This is an optimization exercise on Yosys and OpenROAD, whose aim is small area, a short achievable clock period and few clock cycles, not a production implementation.
In this exercise RTL edits were held to simulation tests only and were not proved equivalent to the original.

--- design/flow/config.mk ---
export PLATFORM = sky130hd
export DESIGN_NAME = helix_core
export DESIGN_NICKNAME = helix_core
export VERILOG_FILES = /design/flow/design.v
export SDC_FILE = /design/flow/constraint.sdc
export NUM_CORES = 4
export LEC_CHECK = 0
export CAP_MARGIN = 20
export CORE_MARGIN = 2
export CORE_UTILIZATION = 45
export CTS_BUF_LIST = sky130_fd_sc_hd__clkbuf_4
export PLACE_DENSITY = 0.57
export SLEW_MARGIN = 20
export TNS_END_PERCENT = 0
--- design/flow/design.v ---
module helix_half (
    input  wire [159:0] z_in,    
    input  wire [31:0]  a,
    input  wire [31:0]  b,
    output wire [159:0] z_out
);
    wire [31:0] z0 = z_in[31:0];
    wire [31:0] z1 = z_in[63:32];
    wire [31:0] z2 = z_in[95:64];
    wire [31:0] z3 = z_in[127:96];
    wire [31:0] z4 = z_in[159:128];
    wire [31:0] l0 = z0 + (z3 ^ a);
    wire [31:0] r3 = {z3[16:0], z3[31:17]};                  
    wire [31:0] l1 = z1 + z4;
    wire [31:0] r4 = {z4[6:0], z4[31:7]};                    
    wire [31:0] l2 = z2 ^ l0;
    wire [31:0] r0 = {l0[22:0], l0[31:23]};                  
    wire [31:0] l3 = r3 ^ l1;
    wire [31:0] r1 = {l1[21:0], l1[31:22]};                  
    wire [31:0] l4 = r4 + l2;
    wire [31:0] r2 = {l2[14:0], l2[31:15]};                  
    wire [31:0] m0 = r0 ^ (l3 + b);
    wire [31:0] s3 = {l3[1:0], l3[31:2]};                    
    wire [31:0] m1 = r1 ^ l4;
    wire [31:0] s4 = {l4[18:0], l4[31:19]};                  
    wire [31:0] m2 = r2 + m0;
    wire [31:0] s0 = {m0[11:0], m0[31:12]};                  
    wire [31:0] m3 = s3 + m1;
    wire [31:0] s1 = {m1[20:0], m1[31:21]};                  
    wire [31:0] m4 = s4 ^ m2;
    wire [31:0] s2 = {m2[26:0], m2[31:27]};                  
    assign z_out = {m4, m3, s2, s1, s0};
endmodule
module helix_core (
    input  wire         clk,
    input  wire         rst,           
    input  wire         in_valid,
    output wire         in_ready,
    input  wire [1:0]   in_op,         
    input  wire         in_dir,        
    input  wire         in_xmv,        
    input  wire [255:0] in_key,        
    input  wire [5:0]   in_klen,       
    input  wire [127:0] in_nonce,      
    input  wire [127:0] in_mac,        
    input  wire [31:0]  in_data,       
    input  wire [1:0]   in_nbytes,     
    output reg          out_valid,
    output reg  [2:0]   out_status,    
    output reg  [31:0]  out_data,
    output wire [127:0] out_mac
);
    localparam OP_INIT   = 2'd0;
    localparam OP_WORD   = 2'd1;
    localparam OP_FINISH = 2'd2;
    localparam ST_OK    = 3'd0;
    localparam ST_VALID = 3'd1;
    localparam ST_STATE = 3'd2;
    localparam ST_AUTH  = 3'd3;
    localparam ST_ILL   = 3'd4;
    localparam S_IDLE  = 3'd0;    
    localparam S_DATA2 = 3'd1;    
    localparam S_KEYMIX = 3'd2;
    localparam S_PRIME = 3'd3;
    localparam S_MAC   = 3'd4;
    localparam S_NONCE = 3'd5;    
    localparam [31:0] MAC_CONST = 32'h912d94f1;
    reg  [2:0]   state;
    reg          rdy;
    reg          h;            
    reg  [3:0]   cnt;          
    reg          active;       
    reg          fin;          
    reg          dir;
    reg          xmv;
    reg          mism;         
    reg  [5:0]   klen;
    reg  [1:0]   lw;
    reg  [159:0] z;            
    reg  [255:0] k;            
    reg  [127:0] n;            
    reg  [31:0]  ctr;
    reg  [127:0] mac;          
    reg  [31:0]  wreg;         
    reg  [31:0]  xreg;         
    assign in_ready = rdy;
    assign out_mac  = mac;
    wire accept = in_valid & rdy;
    wire st_idle  = (state == S_IDLE);
    wire st_data2 = (state == S_DATA2);
    wire st_km    = (state == S_KEYMIX);
    wire st_prime = (state == S_PRIME);
    wire st_mac   = (state == S_MAC);
    wire st_nonce = (state == S_NONCE);
    wire         second = st_data2 | ((st_prime | st_mac) & h);
    wire [31:0]  half_b = second ? xreg : (st_km ? 32'd0 : k[31:0]);
    wire [159:0] hout;
    helix_half u_half (
        .z_in (z),
        .a    (wreg),
        .b    (half_b),
        .z_out(hout)
    );
    wire [2:0]  j = ctr[2:0];
    wire        corr = ctr[31];
    reg  [7:0]  xsmall;
    always @* begin
        case (j)
        3'd0: xsmall = 8'd0;
        3'd1: xsmall = {klen, 2'b00};
        3'd2: xsmall = 8'd0;
        3'd3: xsmall = {7'd0, corr};
        3'd4: xsmall = 8'd1;
        3'd5: xsmall = {klen, 2'b10};
        3'd6: xsmall = 8'd3;
        default: xsmall = {5'd0, 1'b1, 1'b0, corr};
        endcase
    end
    wire [31:0] nj = n[32*j[1:0] +: 32] ^ {32{j[2]}};
    wire [31:0] x1 = k[159:128] + nj + ctr + {24'd0, xsmall};
    wire [31:0] fin_mask = (in_nbytes == 2'd1) ? 32'h000000ff :
                           (in_nbytes == 2'd2) ? 32'h0000ffff :
                           (in_nbytes == 2'd3) ? 32'h00ffffff : 32'hffffffff;
    wire [31:0] word_mask = (in_op == OP_FINISH) ? fin_mask : 32'hffffffff;
    wire [31:0] w_in      = in_data & word_mask;
    wire [31:0] o_word    = (w_in ^ z[31:0]) & word_mask;
    wire [31:0] d_word    = dir ? o_word : w_in;
    reg [255:0] key_masked;
    integer b;
    always @* begin
        for (b = 0; b < 32; b = b + 1)
            key_masked[8*b +: 8] = (b < in_klen) ? in_key[8*b +: 8] : 8'd0;
    end
    wire init_bad  = (in_klen > 6'd32) | (in_xmv & ~in_dir);
    wire acc_init  = accept & (in_op == OP_INIT) & ~init_bad;
    wire acc_data  = accept & active & ((in_op == OP_WORD) |
                                        ((in_op == OP_FINISH) & (in_nbytes != 2'd0)));
    wire acc_fin0  = accept & active & (in_op == OP_FINISH) & (in_nbytes == 2'd0);
    wire acc_fin   = accept & active & (in_op == OP_FINISH);
    wire blk_end   = st_data2 | ((st_prime | st_mac) & h);
    wire km_last   = (cnt == 4'd7);
    wire tag_cap   = st_mac & h & (cnt >= 4'd7);
    wire mac_last  = st_mac & h & (cnt == 4'd10);
    wire tag_diff  = (mac[31:0] != hout[31:0]);
    wire         km2    = st_km & h;
    wire [127:0] xmask  = km2 ? k[255:128] :
                          (st_data2 & fin) ? {96'd0, MAC_CONST} : 128'd0;
    wire [127:0] hx     = hout[127:0] ^ xmask;
    wire [159:0] z_half = {km2 ? {25'd0, 1'b1, klen} : hout[159:128], hx};
    wire         k_lazy = (st_km & ~h & (cnt != 4'd0)) | st_nonce;
    wire [159:0] z_nonce = {k[127:96],
                            k[95:64] ^ n[127:96],
                            k[63:32] ^ n[95:64],
                            k[31:0]  ^ n[63:32],
                            z[127:96] ^ n[31:0]};
    wire         idle_data  = (in_op == OP_WORD) | ((in_op == OP_FINISH) & (in_nbytes != 2'd0));
    wire         z_use_half = st_idle ? idle_data : ~st_nonce;
    wire [159:0] z_other    = ~st_idle ? z_nonce :
                              (in_op == OP_INIT) ? {25'd0, 1'b1, in_klen, key_masked[127:0]} :
                              {z[159:32], z[31:0] ^ MAC_CONST};
    always @(posedge clk) begin
        xreg <= x1;
        wreg <= st_idle ? (acc_data ? d_word : 32'd0) :
                (st_mac & ~h) ? {30'd0, lw} : 32'd0;
        if (st_idle ? (acc_init | acc_data | acc_fin0) : 1'b1)
            z <= z_use_half ? z_half : z_other;
        if (st_idle) begin
            if (acc_init) begin
                k <= key_masked;
                n <= in_nonce;
            end
        end else if (k_lazy) begin
            k <= {k[127:0], z[127:0]};
        end else if (blk_end) begin
            k <= {k[31:0], k[255:32]};
        end
        if (st_idle) begin
            if (acc_init)
                ctr <= 32'd0;
        end else if (blk_end) begin
            ctr <= ctr + 32'd1;
        end
        if (st_idle) begin
            if (acc_init)
                mac <= in_mac;
        end else if (tag_cap) begin
            mac <= {hout[31:0], mac[127:32]};
        end
        if (acc_init) begin
            klen <= in_klen;
            dir  <= in_dir;
            xmv  <= in_xmv;
        end
        if (acc_fin) begin
            lw   <= in_nbytes;
            mism <= 1'b0;
        end else if (tag_cap) begin
            mism <= mism | tag_diff;
        end
        if (st_idle)
            fin <= (in_op == OP_FINISH);
        if (accept)
            out_data <= ((in_op == OP_FINISH) & (in_nbytes == 2'd0)) ? 32'd0 : o_word;
        if (st_idle) begin
            if (in_op == OP_INIT)
                out_status <= (in_klen > 6'd32) ? ST_VALID : ST_ILL;
            else if (in_op == 2'd3)
                out_status <= ST_ILL;
            else
                out_status <= active ? ST_OK : ST_STATE;
        end else begin
            out_status <= (mac_last & dir & xmv & (mism | tag_diff)) ? ST_AUTH : ST_OK;
        end
    end
    always @(posedge clk) begin
        if (rst) begin
            state     <= S_IDLE;
            rdy       <= 1'b1;
            h         <= 1'b0;
            cnt       <= 4'd0;
            active    <= 1'b0;
            out_valid <= 1'b0;
        end else begin
            out_valid <= 1'b0;
            case (state)
            S_IDLE: begin
                h   <= 1'b0;
                cnt <= 4'd0;
                if (accept) begin
                    if (acc_init) begin
                        active <= 1'b0;
                        state  <= S_KEYMIX;
                        rdy    <= 1'b0;
                    end else if (acc_data) begin
                        out_valid <= (in_op == OP_WORD);
                        state     <= S_DATA2;
                        rdy       <= 1'b0;
                    end else if (acc_fin0) begin
                        state <= S_MAC;
                        rdy   <= 1'b0;
                    end else begin
                        out_valid <= 1'b1;    
                    end
                end
            end
            S_DATA2: begin
                if (fin) begin
                    state <= S_MAC;
                end else begin
                    state <= S_IDLE;
                    rdy   <= 1'b1;
                end
            end
            S_KEYMIX: begin
                h <= ~h;
                if (h) begin
                    if (km_last) begin
                        cnt   <= 4'd0;
                        state <= S_NONCE;
                    end else begin
                        cnt   <= cnt + 4'd1;
                    end
                end
            end
            S_NONCE: begin
                h     <= 1'b0;
                state <= S_PRIME;
            end
            S_PRIME: begin
                h <= ~h;
                if (h) begin
                    cnt <= cnt + 4'd1;
                    if (cnt == 4'd7) begin
                        active    <= 1'b1;
                        out_valid <= 1'b1;
                        state     <= S_IDLE;
                        rdy       <= 1'b1;
                    end
                end
            end
            S_MAC: begin
                h <= ~h;
                if (h) begin
                    cnt <= cnt + 4'd1;
                    if (cnt == 4'd10) begin
                        active    <= 1'b0;
                        out_valid <= 1'b1;
                        state     <= S_IDLE;
                        rdy       <= 1'b1;
                    end
                end
            end
            default: begin
                state <= S_IDLE;
                rdy   <= 1'b1;
            end
            endcase
        end
    end
endmodule
--- design/flow/standard.sh ---
#!/bin/bash
# synth_recipe.tcl (not shown) runs the flow's synth.tcl, then flattens the netlist and writes it again
# the make line also repeats each setting of config.mk as NAME=value (left out here)
make -C /OpenROAD-flow-scripts/flow DESIGN_CONFIG=/design/flow/config.mk WORK_HOME=/design/flow/orfs CLKGATE_MAP_FILE= SYNTH_SCRIPT=/design/flow/synth_recipe.tcl "${@:-finish}"
--- design/flow/constraint.sdc ---
create_clock -name core_clock -period 20.0 [get_ports {clk}]
set_input_delay 4.0000 -clock core_clock [delete_from_list [all_inputs] [get_ports {clk}]]
set_output_delay 4.0000 -clock core_clock [all_outputs]
set_load 0.01 [all_outputs]
--- design/flow/flow/run.sh ---
#!/bin/bash
# Standard ORFS layout (the standard.sh: standard synthesis, floorplan, placement, CTS,
# routing) with two changes: the resizer's timing repair gets a larger setup margin, so
# that it works on the paths well inside the 20 ns clock, and the port buffers that
# every input and output gets are buf_1 cells. The SDC and every other setting are
# the standard flow's and flow/config.mk's. make's full output goes to flow_make.log; ORFS keeps each
# step's log under orfs/logs/.
set -euo pipefail
bash standard.sh SETUP_SLACK_MARGIN=13 "BUFFER_PORTS_ARGS=-buffer_cell sky130_fd_sc_hd__buf_1" finish > flow_make.log 2>&1
==> impl_metrics.csv, run 1 <==
group,metric,value,unit
placement,routabilityCongestion,1.11,
synth,syn_inst,5638,
timing,tightest_slew,1.27,ns
global_route,track_usage,0.450,
final_layout,fin_nets,7474,
routing,wl,290000,um
routing,dr.pass1.iters,8,
global_route,grt_pass1_vias,49500,
global_route,grt_max_degree,151,
clocking,clockBufferDepth,3,
clocking,cts_sinks,826,
setup_path,start_kind,"input port",
clocking,clk_latency,1.26,ns
synth,ys_async_sr_fraction,0,
routing,drc_errors,0,
global_route,overflow,0,
global_route,top_usage_layer,"met2",
final_layout,drive_above_1_share,0.158,
clocking,root_buffer,"clkbuf_4",
synth,synth_area,55400,um2
final_layout,fillers,11300,
setup_path,setup.worst_path.class,"in2reg",
timing,relSlewSlack,0.156,
clocking,cts-buffers-inserted,228,
floorplan,die_area,126000,um2
final_layout,final_area,67600,um2
routing,viasPerCell,6.17,
synth,syn-num-nets,6491,
synth,ys_seq_elements,826,
timing,fin_hold_ws,0.522,ns
timing,slew_viol_final,0,
synth,ys_seq_area_frac,0.434,
routing,num_vias,52200,
floorplan,die_h,355,um
placement,placed_area,60400,um2
timing,hold_viol_final,0,
setup_path,worstPathArrival,8.13,ns
timing,setup_viol,0,
global_route,gr-usage-met2,0.649,
routing,ant_nets,0,
setup_path,crit_fanout,141,
floorplan,core-area,122000,um2
global_route,met1_usage,0.584,
timing,worst_clock_skew,0.104,ns
final_layout,utilization,0.555,
setup_path,end_kind,"flip-flop",
worst_hold_path,hp-class,"reg2reg",
clocking,cts_tree,"done",
placement,io_buffers,723,
floorplan,initial_core_util,0.454,
routing,drtIter0Drc,7774,
timing,finalCritPeriodShare,0.367,
timing,min_period,7.34,ns
final_layout,syn_to_final_growth,22.1,%
synth,yosys.cell_types.count,84,
routing,routedWlPerCell,34.3,um
setup_path,crit_required,20.80,ns
timing,totalNegativeSetupSlack,0,ns
global_route,use_met3,0.162,
timing,rsz0062_at_grt,"true",
clocking,htreeDepth,4,
timing,fmax,136,MHz
synth,synthFlopType,"edfxtp_1",
floorplan,die_x,355,um
synth,synth-edff-count,747,
synth,synth.avg_cell_area,9.82,um2
placement,dp_cells,7843,
clocking,path_clk_slew,0.06,ns
synth,yosys_warnings,1,
status,outcome,"no timing/DRC/antenna violations",
floorplan,rows,128,
global_route,grt_pass1_wl,392000,um
global_route,antenna_found_initial,46,
final_layout,stdcell_count,8466,
flow_run,maxCapViolations,0,
placement,hpwl,229000,um
floorplan,ioPinCount,724,
-- kinds of logic (layout without fill, tap and decap cells) --
| group | count (synthesis) | in the layout | share of synthesized area |
|---|---|---|---|
| compound gates | 1292 | 1292 | 0.144 |
| xor+xnor | 791 | 791 | 0.132 |
| fa+ha+maj | 295 | 295 | 0.0727 |
| buf+inv | 476 | 1646 | 0.0324 |
| flops | 826 | 826 | 0.434 |
| mux | 271 | 271 | 0.0563 |
| other cells | 0 | 32 | 0 |
| simple gates | 1687 | 1688 | 0.129 |
-- cell usage in the layout (no fill, tap or decap), types with 18 or more instances in the layout --
cell type    n
nand3_1    111
o21ai_1     28
a21oi_2     43
a21oi_1    216
mux4_2      32
or3_1       23
xor2_1     254
a21o_1     101
nand4_1     27
dfxtp_1     76
buf_4      260
and3_1      22
ha_1       208
o211ai_1    51
inv_1      214
xnor2_1    373
a221oi_1    19
fa_1        43
and2_1      19
o21ai_0    393
nor2_1     309
a22o_1      24
a31oi_1     18
nor2b_1     23
edfxtp_1   747
o21a_1      29
mux2i_1    237
clkinv_1    52
xor2_2      44
ha_4        26
clkbuf_4   347
xnor2_2     57
nor3_1      45
nand2b_1    30
nand2_1    966
buf_1      723
xor2_4      27
o21bai_1    31
o22ai_1    171
diode_2     32
-- path summary, 6_finish.rpt --
check / slack [ns] / from / end / cells after the start
worst max-delay path: 12.66 / in_klen[2] / k[96] / 10
worst min-delay path: 0.52 / active / active / 2
worst max register to register: 12.69 / z[40] / z[155] / 28
worst min register to register: 0.52 / active / active / 2
-- synth_stat cells, drive strengths merged (25+ instances only) --
cell	instances	share of area
clkbuf	209	0.014
ha	249	0.056
a21o	102	0.014
mux4	32	0.013
o211ai	51	0.0069
nor3	52	0.0047
xnor2	439	0.069
fa	45	0.016
xor2	325	0.051
o21ai	437	0.040
o22ai	172	0.019
nor2	330	0.022
inv	218	0.015
dfxtp	79	0.029
nor2b	25	0.0028
a31oi	25	0.0028
a21oi	263	0.024
mux2i	237	0.043
a211oi	26	0.0035
buf	48	0.0033
o21bai	33	0.0047
nand4	27	0.0031
o21a	30	0.0041
nand2	978	0.066
nand3	112	0.010
and3	25	0.0028
nand2b	30	0.0034
edfxtp	747	0.41
-- critical path, cell delays in order --
cell,delay (ns)
buf_1,0.37
nor2_4,0.32
nand2_2,0.11
o21ai_2,0.47
o2111a_2,0.57
nand2_4,0.19
nand3_4,0.10
buf_4,0.43
or2_4,0.57
buf_12,0.66
-- cell type report --
cell class                      instances  area [um2]  share of cell area
Timing Repair Buffer                 1009        5130              0.0759
Sequential cell                       826       24000               0.355
Clock inverter                         71         444             0.00657
Clock buffer                          347        2610              0.0385
Antenna cell                           32        80.1             0.00118
Tap cell                             1625        2030              0.0301
Inverter                              219         833              0.0123
Multi-Input combinational cell       4337       32400               0.480
-- sequential cells by signal (all words and copies together) (netlist names) --
| signal | flops |
|---|---|
| dir | 1 |
| out_valid | 1 |
| klen | 6 |
| rdy | 1 |
| xmv | 1 |
| xreg | 32 |
| wreg | 32 |
| cnt | 4 |
| ctr | 32 |
| state | 3 |
| lw | 2 |
| fin | 1 |
| out_data | 32 |
| out_status | 3 |
| n | 128 |
| mac | 128 |
| k | 256 |
| z | 160 |
| h | 1 |
| mism | 1 |
| active | 1 |
-- stage by stage --
stage                     worst slack (ns)
final                                12.66
after global routing                 12.54
after CTS                            12.92
after detailed placement             10.20
after global placement                9.81
after floorplan                      12.39
-- routing by layer --
layer / part of all wire / vias to the layer above / wire length (um)
li1: - / 22300 / -
met1: 0.38 / 25500 / 110000
met2: 0.42 / 3675 / 121000
met3: 0.13 / 752 / 39100
met4: 0.067 / 24 / 19400
met5: 0.0015 / - / 423
-- repair_timing --
action                                  CTS  global route
gates cloned                              2             0
endpoints found under the setup margin  323           305
pin swaps                               106            44
gates resized for setup                 388            68
buffers inserted                        142            29
hold buffers                              0             0
Testbench counts, summed over its fixed seeds: cycles 13,340.
==> inputs of run 2 (changes only) <==
==> design/flow/config.mk (replaced) <==
export PLATFORM = sky130hd
export DESIGN_NAME = helix_core
export DESIGN_NICKNAME = helix_core
export VERILOG_FILES = /design/flow/design.v
export SDC_FILE = /design/flow/constraint.sdc
export NUM_CORES = 4
export LEC_CHECK = 0
export CAP_MARGIN = 30
export CORE_MARGIN = 2
export CORE_UTILIZATION = 45
export PLACE_DENSITY = 0.57
export SLEW_MARGIN = 30
export TNS_END_PERCENT = 0
==> run 2 against run 1 <==
- critical path depth is the same
- non-clock buffer count decreased by 58
- register-to-register slack lost 0.12 ns
- sequential share of layout area up 0.34 points
- area after synthesis is the same
- highest routed layer unchanged
==> impl_metrics.csv, run 2 <==
group,metric,value,unit
routing,viasPerCell,6.29,
setup_path,crit_path_top_delay_cell,"o2111a_2",
clocking,cts_tree,"done",
global_route,grt_pass1_wl,390000,um
global_route,antenna_found_initial,38,
status,outcome,"no timing/DRC/antenna violations",
setup_path,end_kind,"flip-flop",
timing,slew_viol_final,0,
floorplan,initial_core_util,0.454,
clocking,cts-buffers-inserted,97,
final_layout,fillers,11200,
setup_path,path_cells,"buf_1 > nor2_1 > nand2_2 > o21ai_2 > o2111a_2 > nand2_4 > nand3_4 > buf_4 > or2_4 > buf_8",
final_layout,fin_nets,7286,
routing,ant_nets,0,
synth,synth_area,55400,um2
floorplan,ioPinCount,724,
setup_path,setup.worst_path.class,"in2reg",
synth,yosys.cell_types.count,84,
global_route,grt_pass1_vias,48100,
synth,synthTopCellsByCount,"nand2_1 (978), edfxtp_1 (747), xnor2_1 (439), o21ai_0 (433), nor2_1 (329)",
global_route,grt_max_degree,151,
timing,relSlewSlack,0.208,
final_layout,largestRegisters,"k x256, z x160",
clocking,clockBufferDepth,3,
setup_path,start_kind,"input port",
floorplan,rows,128,
setup_path,worstPathArrival,7.79,ns
synth,syn-num-nets,6491,
floorplan,die_x,355,um
final_layout,largest_reg_flops,256,
setup_path,crit_fanout,67,
routing,drc_errors,0,
final_layout,drive_above_1_share,0.115,
final_layout,syn_to_final_growth,20.9,%
routing,num_vias,51300,
timing,rsz0062_at_grt,"true",
floorplan,core-area,122000,um2
timing,hold_viol_final,0,
timing,totalNegativeSetupSlack,0,ns
synth,synthFlopType,"edfxtp_1",
routing,wl,289000,um
timing,tightest_slew,1.18,ns
synth,synth-edff-count,747,
clocking,clk_latency,0.73,ns
synth,yosysMostFrequentCell,"nand2_1",
global_route,overflow,0,
final_layout,final_cell_mix,"nand2_1 (971), edfxtp_1 (747), buf_1 (723)",
setup_path,crit_required,20.35,ns
routing,routedWlPerCell,35.5,um
clocking,root_buffer,"clkbuf_16",
setup_path,crit_path_max_incr_delay,0.58,ns
timing,setup_viol,0,
timing,worst_clock_skew,0.0260,ns
synth,netlist_top_cells_area,"edfxtp_1 (41%), xnor2_1 (6.9%), nand2_1 (6.6%)",
clocking,cts_sinks,826,
clocking,postCtsHoldBufs,0,
clocking,path_clk_slew,0.06,ns
synth,ys_async_sr_fraction,0,
timing,min_period,7.43,ns
synth,ys_seq_elements,826,
placement,dp_cells,7843,
routing,drtIter0Drc,7836,
synth,ys_seq_area_frac,0.434,
synth,synth_top_area_frac,0.405,
flow_run,maxCapViolations,0,
synth,synth.avg_cell_area,9.82,um2
placement,hpwl,230000,um
final_layout,layout_commonest_cell,"nand2_1",
placement,io_buffers,723,
timing,fmax,135,MHz
timing,finalCritPeriodShare,0.372,
clocking,htreeDepth,3,
placement,routabilityCongestion,1.11,
global_route,track_usage,0.449,
routing,dr.pass1.iters,7,
synth,yosysTopAreaCell,"edfxtp_1",
final_layout,stdcell_count,8156,
worst_hold_path,hp-class,"reg2reg",
floorplan,die_area,126000,um2
final_layout,regMostFlops,"k",
synth,yosys_warnings,1,
floorplan,die_h,355,um
synth,syn_inst,5638,
## run 2: changes by cell type in the layout (fill, tap and decap cells not counted), sizes merged
cell,change
buf,-59
bufbuf,+1
inv,-5
bufinv,+2
clkbuf,-224
diode,-7
clkinv,-22
clkinvlp,+3
or2,+1
## run 2: cell families (layout without fill, tap and decap cells)
group	Yosys count	count (layout)	share of synthesized area
adder cells (fa/ha/maj)	295	295	0.0727
AND/OR/NAND/NOR	1687	1689	0.129
flip-flops	826	826	0.434
XOR/XNOR	791	791	0.132
AO/OA/AOI/OAI	1292	1292	0.144
multiplexers	271	271	0.0563
other	0	25	0
buffers and inverters	476	1342	0.0324
## run 2: worst max-delay path: cells and delay by family
| family | cells | cell delay (ns) |
|---|---|---|
| AND/OR/NAND/NOR | 5 | 1.28 |
| AO/OA/AOI/OAI | 2 | 1.07 |
| buffers and inverters | 3 | 1.27 |
## run 2: per-layer routing
metal	GRT usage	part of all wire
met5	0.00830	0.0011
met4	0.242	0.066
met3	0.141	0.13
met2	0.651	0.42
met1	0.596	0.38
## run 2: timing repair
item                       4_1_cts  5_1_grt
setup endpoints to repair      446      495
pin swaps                       83        2
gates resized for setup        363       10
cloned                           4        0
buffers inserted               111        1
## run 2: stage by stage
step | setup slack (ns) | util | area (um2) | hold slack [ns]
finish | 12.57 | 0.549 | 66900 | 0.533
global placement | 9.81 | 0.494 | 60200 | 0.516
floorplan | 12.39 | - | 55400 | 0.418
detailed placement | 10.23 | 0.496 | 60500 | 0.509
CTS | 12.83 | 0.548 | 66800 | 0.521
global route | 12.37 | 0.549 | 66900 | 0.542
## run 2: final timing paths
| check | from | cells past startpoint | to | slack, ns |
|---|---|---|---|---|
| worst max-delay path | in_klen[1] | 10 | k[28] | 12.57 |
| worst max register to register | z[33] | 23 | z[158] | 12.57 |
| worst min register to register | active | 2 | active | 0.53 |
| worst min-delay path | active | 2 | active | 0.53 |
## run 2: area by class of cell
| type | count | area [um2] | area share |
|---|---|---|---|
| sequential | 826 | 24000 | 0.359 |
| multi-input combinational | 4338 | 32100 | 0.480 |
| tap | 1625 | 2030 | 0.0304 |
| clock buffer | 123 | 2660 | 0.0397 |
| inverter | 219 | 833 | 0.0124 |
| timing repair buffer | 951 | 4760 | 0.0711 |
| antenna | 25 | 62.6 | 0.000934 |
| clock inverter | 49 | 447 | 0.00667 |
==> inputs of run 3 (changes only) <==
--- a/design/flow/design.v
+++ b/design/flow/design.v
@@ -131,8 +131,8 @@
         for (b = 0; b < 32; b = b + 1)
             key_masked[8*b +: 8] = (b < in_klen) ? in_key[8*b +: 8] : 8'd0;
     end
-    wire init_bad  = (in_klen > 6'd32) | (in_xmv & ~in_dir);
-    wire acc_init  = accept & (in_op == OP_INIT) & ~init_bad;
+    wire klen_bad  = in_klen[5] & (|in_klen[4:0]);
+    wire acc_init  = in_valid & rdy & ~in_op[1] & ~in_op[0] & ~klen_bad & ~(in_xmv & ~in_dir);
     wire acc_data  = accept & active & ((in_op == OP_WORD) |
                                         ((in_op == OP_FINISH) & (in_nbytes != 2'd0)));
     wire acc_fin0  = accept & active & (in_op == OP_FINISH) & (in_nbytes == 2'd0);
@@ -164,28 +164,15 @@
                 (st_mac & ~h) ? {30'd0, lw} : 32'd0;
         if (st_idle ? (acc_init | acc_data | acc_fin0) : 1'b1)
             z <= z_use_half ? z_half : z_other;
-        if (st_idle) begin
-            if (acc_init) begin
-                k <= key_masked;
-                n <= in_nonce;
-            end
-        end else if (k_lazy) begin
-            k <= {k[127:0], z[127:0]};
-        end else if (blk_end) begin
-            k <= {k[31:0], k[255:32]};
-        end
-        if (st_idle) begin
-            if (acc_init)
-                ctr <= 32'd0;
-        end else if (blk_end) begin
-            ctr <= ctr + 32'd1;
-        end
-        if (st_idle) begin
-            if (acc_init)
-                mac <= in_mac;
-        end else if (tag_cap) begin
-            mac <= {hout[31:0], mac[127:32]};
-        end
+        if (acc_init | k_lazy | blk_end)
+            k <= st_idle ? key_masked :
+                 k_lazy  ? {k[127:0], z[127:0]} : {k[31:0], k[255:32]};
+        if (acc_init)
+            n <= in_nonce;
+        if (acc_init | blk_end)
+            ctr <= st_idle ? 32'd0 : ctr + 32'd1;
+        if (acc_init | tag_cap)
+            mac <= st_idle ? in_mac : {hout[31:0], mac[127:32]};
         if (acc_init) begin
             klen <= in_klen;
             dir  <= in_dir;
@@ -203,7 +190,7 @@
             out_data <= ((in_op == OP_FINISH) & (in_nbytes == 2'd0)) ? 32'd0 : o_word;
         if (st_idle) begin
             if (in_op == OP_INIT)
-                out_status <= (in_klen > 6'd32) ? ST_VALID : ST_ILL;
+                out_status <= klen_bad ? ST_VALID : ST_ILL;
             else if (in_op == 2'd3)
                 out_status <= ST_ILL;
             else
==> run 3 against run 2 <==
- still clean on timing, DRC and antenna
- core utilization grew 1.2 points
- hold slack got worse by 0.0015 ns
- fmax rose by 2.4%
- final cell count is 0.72% higher
- highest routed layer unchanged
==> impl_metrics.csv, run 3 <==
group,metric,value,unit
clocking,cts_tree,"done",
final_layout,syn_to_final_growth,23.8,%
synth,yosysMostFrequentCell,"nand2_1",
synth,synth_area,55100,um2
final_layout,drive_above_1_share,0.139,
global_route,grt_pass1_wl,389000,um
final_layout,largestRegisters,"k x256, z x160",
synth,synthFlopType,"edfxtp_1",
setup_path,worstPathArrival,7.71,ns
setup_path,crit_fanout,4,
timing,relSlewSlack,0.167,
synth,ys_seq_area_frac,0.436,
final_layout,utilization,0.561,
routing,routedWlPerCell,35.5,um
timing,tightest_slew,1.24,ns
final_layout,fin_nets,7349,
synth,netlist_top_cells_area,"edfxtp_1 (41%), xnor2_1 (7.1%), nand2_1 (6.7%)",
routing,num_vias,51500,
clocking,clockBufferDepth,3,
placement,placed_area,60200,um2
placement,hpwl,230000,um
setup_path,start_kind,"flip-flop",
clocking,htreeDepth,3,
synth,syn_inst,5595,
routing,drc_errors,0,
global_route,antenna_found_initial,36,
timing,fmax,138,MHz
floorplan,die_x,354,um
floorplan,core-area,122000,um2
final_layout,layout_commonest_cell,"nand2_1",
routing,dr.pass1.iters,7,
synth,synth-edff-count,747,
clocking,root_buffer,"clkbuf_16",
global_route,grt_max_degree,191,
synth,yosysTopAreaCell,"edfxtp_1",
synth,synthTopCellsByCount,"nand2_1 (984), edfxtp_1 (747), xnor2_1 (447), o21ai_0 (407), xor2_1 (331)",
setup_path,crit_required,20.45,ns
routing,drtIter0Drc,7802,
final_layout,final_area,68300,um2
clocking,cts-buffers-inserted,97,
final_layout,largest_reg_flops,256,
status,outcome,"no timing/DRC/antenna violations",
timing,min_period,7.26,ns
placement,io_buffers,723,
timing,setup_viol,0,
final_layout,stdcell_count,8215,
final_layout,seq_area,24000,um2
floorplan,initial_core_util,0.453,
placement,dp_cells,7806,
setup_path,setup.worst_path.class,"reg2reg",
global_route,track_usage,0.452,
setup_path,end_kind,"flip-flop",
floorplan,die_area,125000,um2
synth,yosys_warnings,1,
timing,slew_viol_final,0,
clocking,path_clk_slew,0.07,ns
final_layout,final_cell_mix,"nand2_1 (979), edfxtp_1 (747), buf_1 (722)",
synth,yosys.cell_types.count,81,
timing,totalNegativeSetupSlack,0,ns
floorplan,rows,128,
synth,synth.avg_cell_area,9.85,um2
worst_hold_path,hp-class,"reg2reg",
floorplan,die_h,354,um
final_layout,fillers,11000,
global_route,overflow,0,
flow_run,maxCapViolations,0,
timing,finalCritPeriodShare,0.363,
routing,viasPerCell,6.27,
synth,ys_seq_elements,826,
clocking,clk_latency,0.75,ns
timing,rsz0062_at_grt,"true",
clocking,cts_sinks,826,
final_layout,multi_input_area,32800,um2
routing,ant_nets,0,
global_route,grt_pass1_vias,48000,
timing,worst_clock_skew,0.0421,ns
routing,wl,291000,um
final_layout,regMostFlops,"k",
synth,synth_top_area_frac,0.407,
synth,syn-num-nets,6449,
floorplan,ioPinCount,724,
placement,routabilityCongestion,1.08,
timing,hold_viol_final,0,
synth,ys_async_sr_fraction,0,
run 3: cell count changes after synthesis, sizes merged, moves of 9 or more:
cell,change
nand2b,+15
nor3,-14
inv,-15
clkbuf,-12
o21bai,-10
nand4,-9
o21ai,-20
a21o,-10
run 3: critical path: stages, from the launching register on:
cell and delay [ns]:
edfxtp_1 0.43, xor2_1 0.17, ha_1 0.38, xor2_1 0.63
ha_1 0.41, inv_1 0.09, fa_1 0.43, nor2b_1 0.22
o21a_1 0.18, o21ai_1 0.16, nand2b_1 0.12, a21oi_1 0.10
xnor2_2 0.42, xnor2_4 0.21, ha_1 0.42, o21ai_0 0.15
o21ai_1 0.40, nand2_1 0.21, o31ai_2 0.45, o21ai_0 0.16
buf_4 0.18, o31ai_4 0.33, nand3_2 0.17, a31oi_4 0.19
xnor2_2 0.13, xnor2_1 0.13, a21oi_1 0.08
run 3: through the flow:
| step | hold slack [ns] | setup WS (ns) |
|---|---|---|
| after floorplan | 0.418 | 12.45 |
| after global placement | 0.488 | 9.59 |
| after detailed placement | 0.500 | 10.44 |
| after CTS | 0.525 | 12.82 |
| after global routing | 0.534 | 12.65 |
| final | 0.531 | 12.74 |
run 3: logic make-up after synthesis:
| logic type | share of synthesized area |
|---|---|
| AND/OR/NAND/NOR | 0.128 |
| AO/OA/AOI/OAI | 0.142 |
| flip-flops | 0.436 |
| XOR/XNOR | 0.134 |
| buffers and inverters | 0.0311 |
| adder cells (fa/ha/maj) | 0.0733 |
| multiplexers | 0.0563 |
run 3: what timing repair did:
item | in CTS | in global routing
pin swaps | 88 | 73
gates resized for setup | 362 | 144
buffers inserted | 154 | 55
gates cloned | 4 | 0
setup endpoints to repair | 336 | 172
hold buffers | 0 | 0
hold endpoints to repair | 0 | 0
run 3: final timing paths:
| kind | from | end | slack (ns) | cells after the start |
|---|---|---|---|---|
| worst max-delay path | z[96] | z[127] | 12.74 | 26 |
| worst max register to register | z[96] | z[127] | 12.74 | 26 |
| worst min register to register | lw[0] | wreg[0] | 0.53 | 2 |
| worst min-delay path | lw[0] | wreg[0] | 0.53 | 2 |
run 3: final cells by class:
type / count / area share
antenna: 15 / 0.000550
clock buffer: 123 / 0.0380
clock inverter: 56 / 0.00825
inverter: 204 / 0.0114
multi-input combinational: 4317 / 0.480
sequential: 826 / 0.352
tap: 1625 / 0.0298
timing repair buffer: 1049 / 0.0801
run 3: routing by layer:
metal	track usage	part of all wire	vias up
met5	0.00642	0.0010	-
met2	0.673	0.43	3628
met4	0.213	0.056	34
li1	-	-	21800
met3	0.137	0.13	654
met1	0.601	0.38	25500
Testbench counts of run 3, summed over its fixed seeds: cycles 13,340.
==> inputs of run 4 (changes only) <==
--- a/design/flow/config.mk
+++ b/design/flow/config.mk
@@ -10,4 +10,4 @@
 export CORE_UTILIZATION = 45
 export PLACE_DENSITY = 0.57
 export SLEW_MARGIN = 30
-export TNS_END_PERCENT = 0
+export TNS_END_PERCENT = 5
==> run 4 against run 3 <==
- critical path depth stayed put
- via count is 0.55% higher
- cell area is 0.77% higher
- clock skew is 0.0030 ns lower
- core utilization is 0.43 points higher
- die area stayed put
- non-clock buffer count is 20 higher
- flip-flop and latch count stayed put
- critical endpoint is now z[67]
- final cell count is 0.28% higher
- area after synthesis stayed put
==> impl_metrics.csv, run 4 <==
group,metric,value,unit
status,outcome,"no timing/DRC/antenna violations",
placement,hpwl,230000,um
floorplan,die_h,354,um
timing,slew_viol_final,0,
clocking,clk_latency,0.74,ns
global_route,track_usage,0.452,
setup_path,startpoint,"z[44]",
final_layout,final_cell_mix,"nand2_1 (978), edfxtp_1 (747), buf_1 (722)",
synth,synthFlopType,"edfxtp_1",
synth,syn-num-nets,6449,
setup_path,endpoint,"z[67]",
floorplan,core-area,122000,um2
global_route,use_met3,0.143,
global_route,antenna_found_initial,28,
routing,viasPerCell,6.29,
synth,yosys.cell_types.count,81,
synth,ys_async_sr_fraction,0,
setup_path,ff2ff_path_depth,26,
clocking,cts-buffers-inserted,97,
routing,dr.pass1.iters,6,
floorplan,initial_core_util,0.453,
synth,yosys_warnings,1,
synth,syn_inst,5595,
timing,fmax,138,MHz
clocking,cts_tree,"done",
synth,synth_area,55100,um2
global_route,grt_pass1_vias,48300,
clocking,clockBufferDepth,3,
routing,wl,292000,um
final_layout,utilization,0.565,
routing,ant_nets,0,
setup_path,end_kind,"flip-flop",
timing,totalNegativeSetupSlack,0,ns
final_layout,fin_nets,7369,
final_layout,largestRegisters,"k x256, z x160",
timing,hold_viol_final,0,
timing,setup_viol,0,
synth,synth_top_area_frac,0.407,
synth,ys_seq_elements,826,
placement,io_buffers,723,
synth,synth-edff-count,747,
floorplan,ioPinCount,724,
synth,yosysTopAreaCell,"edfxtp_1",
global_route,gr-usage-met2,0.667,
timing,min_period,7.25,ns
floorplan,die_x,354,um
clocking,postCtsHoldBufs,0,
setup_path,crit_required,20.47,ns
placement,routabilityCongestion,1.08,
global_route,grt_max_degree,191,
floorplan,die_area,125000,um2
synth,yosysMostFrequentCell,"nand2_1",
floorplan,rows,128,
final_layout,largest_reg_flops,256,
global_route,grt_pass1_wl,390000,um
worst_hold_path,worstHoldStart,"lw[0]",
final_layout,fillers,10900,
global_route,overflow,0,
setup_path,setup.worst_path.class,"reg2reg",
routing,num_vias,51800,
final_layout,syn_to_final_growth,24.8,%
global_route,top_usage_layer,"met2",
clocking,root_buffer,"clkbuf_16",
setup_path,worstPathArrival,7.72,ns
final_layout,regMostFlops,"k",
synth,synth.avg_cell_area,9.85,um2
timing,tightest_slew,1.18,ns
routing,drtIter0Drc,7706,
final_layout,layout_commonest_cell,"nand2_1",
synth,synthTopCellsByCount,"nand2_1 (984), edfxtp_1 (747), xnor2_1 (447), o21ai_0 (407), xor2_1 (331)",
routing,drc_errors,0,
flow_run,maxCapViolations,0,
clocking,htreeDepth,3,
setup_path,r2r_setup_slack,12.75,ns
setup_path,reg2reg_from,"z[44]",
timing,worst_clock_skew,0.0391,ns
clocking,cts_sinks,826,
worst_hold_path,hold_depth,2,
routing,routedWlPerCell,35.4,um
setup_path,crit_fanout,6,
setup_path,start_kind,"flip-flop",
synth,netlist_top_cells_area,"edfxtp_1 (41%), xnor2_1 (7.1%), nand2_1 (6.7%)",
timing,rsz0062_at_grt,"true",
final_layout,final_area,68800,um2
synth,ys_seq_area_frac,0.436,
placement,placed_area,60200,um2
setup_path,timing.rr.end,"z[67]",
worst_hold_path,hp-class,"reg2reg",
clocking,path_clk_slew,0.07,ns
timing,relSlewSlack,0.206,
timing,finalCritPeriodShare,0.363,
global_route,met1_usage,0.598,
final_layout,drive_above_1_share,0.146,
## run 4: critical path, cell delays in order, from the launching register on
cell	delay [ns]
edfxtp_1	0.55
ha_1	0.54
nand4_1	0.23
nor4_1	0.23
buf_4	0.19
o211ai_1	0.17
nand3_1	0.32
a21oi_2	0.15
o21bai_1	0.15
a21oi_1	0.12
xnor2_2	0.32
xor2_1	0.44
ha_1	0.51
nand2_1	0.29
nor2_1	0.08
nor3_1	0.31
o31ai_4	0.15
xnor2_1	0.34
ha_2	0.40
a21o_1	0.20
a21oi_1	0.24
mux2i_1	0.21
o211ai_1	0.15
nor3_4	0.34
buf_6	0.18
xnor2_2	0.10
o21ai_1	0.08
## run 4: cell type report
cell class	count	area (um2)	area share
Clock buffer	123	2600	0.0378
Sequential cell	826	24000	0.349
Clock inverter	56	563	0.00818
Multi-Input combinational cell	4317	33000	0.480
Timing Repair Buffer	1069	5710	0.0829
Antenna cell	18	45.0	0.000655
Inverter	204	777	0.0113
Tap cell	1625	2030	0.0296
## run 4: per-layer routing
layer | wire [um] | up-vias
met4 | 17400 | 22
met1 | 112000 | 25700
met2 | 124000 | 3627
met3 | 37800 | 649
li1 | - | 21800
met5 | 135 | -
## run 4: worst min-delay path by stage
stage / to
2_1_floorplan: wreg[0]
3_3_place_gp: wreg[1]
3_5_place_dp: wreg[1]
4_1_cts: wreg[0]
5_1_grt: wreg[0]
6_report: wreg[0]
## run 4: timing repair
item                                    CTS  global route
resized for setup                       400           156
pin swaps                               107            84
endpoints found under the setup margin  336           152
buffers inserted                        185            43
gates cloned                              4             0
## run 4: through the flow
step	hold slack, ns	cells	setup slack [ns]
final	0.518	8238	12.75
after global routing	0.532	8226	12.68
after CTS	0.525	8174	12.82
after detailed placement	0.500	7806	10.44
after global placement	0.488	7804	9.59
after floorplan	0.418	5595	12.45
## run 4: cells by family after synthesis
logic type | count (synthesis) | share of synthesized area
adders and majority gates | 296 | 0.0733
buffers and inverters | 456 | 0.0311
and+or+nand+nor | 1674 | 0.128
muxes | 270 | 0.0563
DFF | 826 | 0.436
AOI/OAI and AO/OA | 1270 | 0.142
xor gates and xnor gates | 803 | 0.134

static timing again, ports no longer ideal:
The results above use ideal ports. As a check the final layouts listed here were re-extracted and re-timed, cells and wires unchanged.
Step 1 (the two cells are an assumption about what drives the block):
set clk [get_ports {clk}]
set_driving_cell -lib_cell sky130_fd_sc_hd__clkbuf_16 $clk
set_driving_cell -lib_cell sky130_fd_sc_hd__buf_2 [delete_from_list [all_inputs] $clk]
Step 2, shift: input delay + t, output delay - t, t = (earliest + latest rising clock arrival at the registers) / 2. This alone moves slack from input paths to output paths.
a / b / c = ideal ports / drivers / drivers and shift; a / b = the first two.
| run | shift t [ns] | slack for setup (ns) | worst hold slack (ns) |
|---|---|---|---|
| run 1 | 1.287 | 12.663 / 12.657 / 11.370 | 0.522 / 0.522 / 0.522 |
| run 2 | 0.802 | 12.565 / 12.572 / 11.775 | 0.533 / 0.533 / 0.533 |
| run 3 | 0.812 | 12.740 / 12.740 / 12.111 | 0.531 / 0.531 / 0.531 |
| run 4 | 0.807 | 12.749 / 12.749 / 12.106 | 0.518 / 0.518 / 0.518 |
After both steps every run listed still meets setup and hold. For run 1, which loses most, drivers alone change the setup slack by -0.006 ns; drivers and shift together by -1.293 ns.
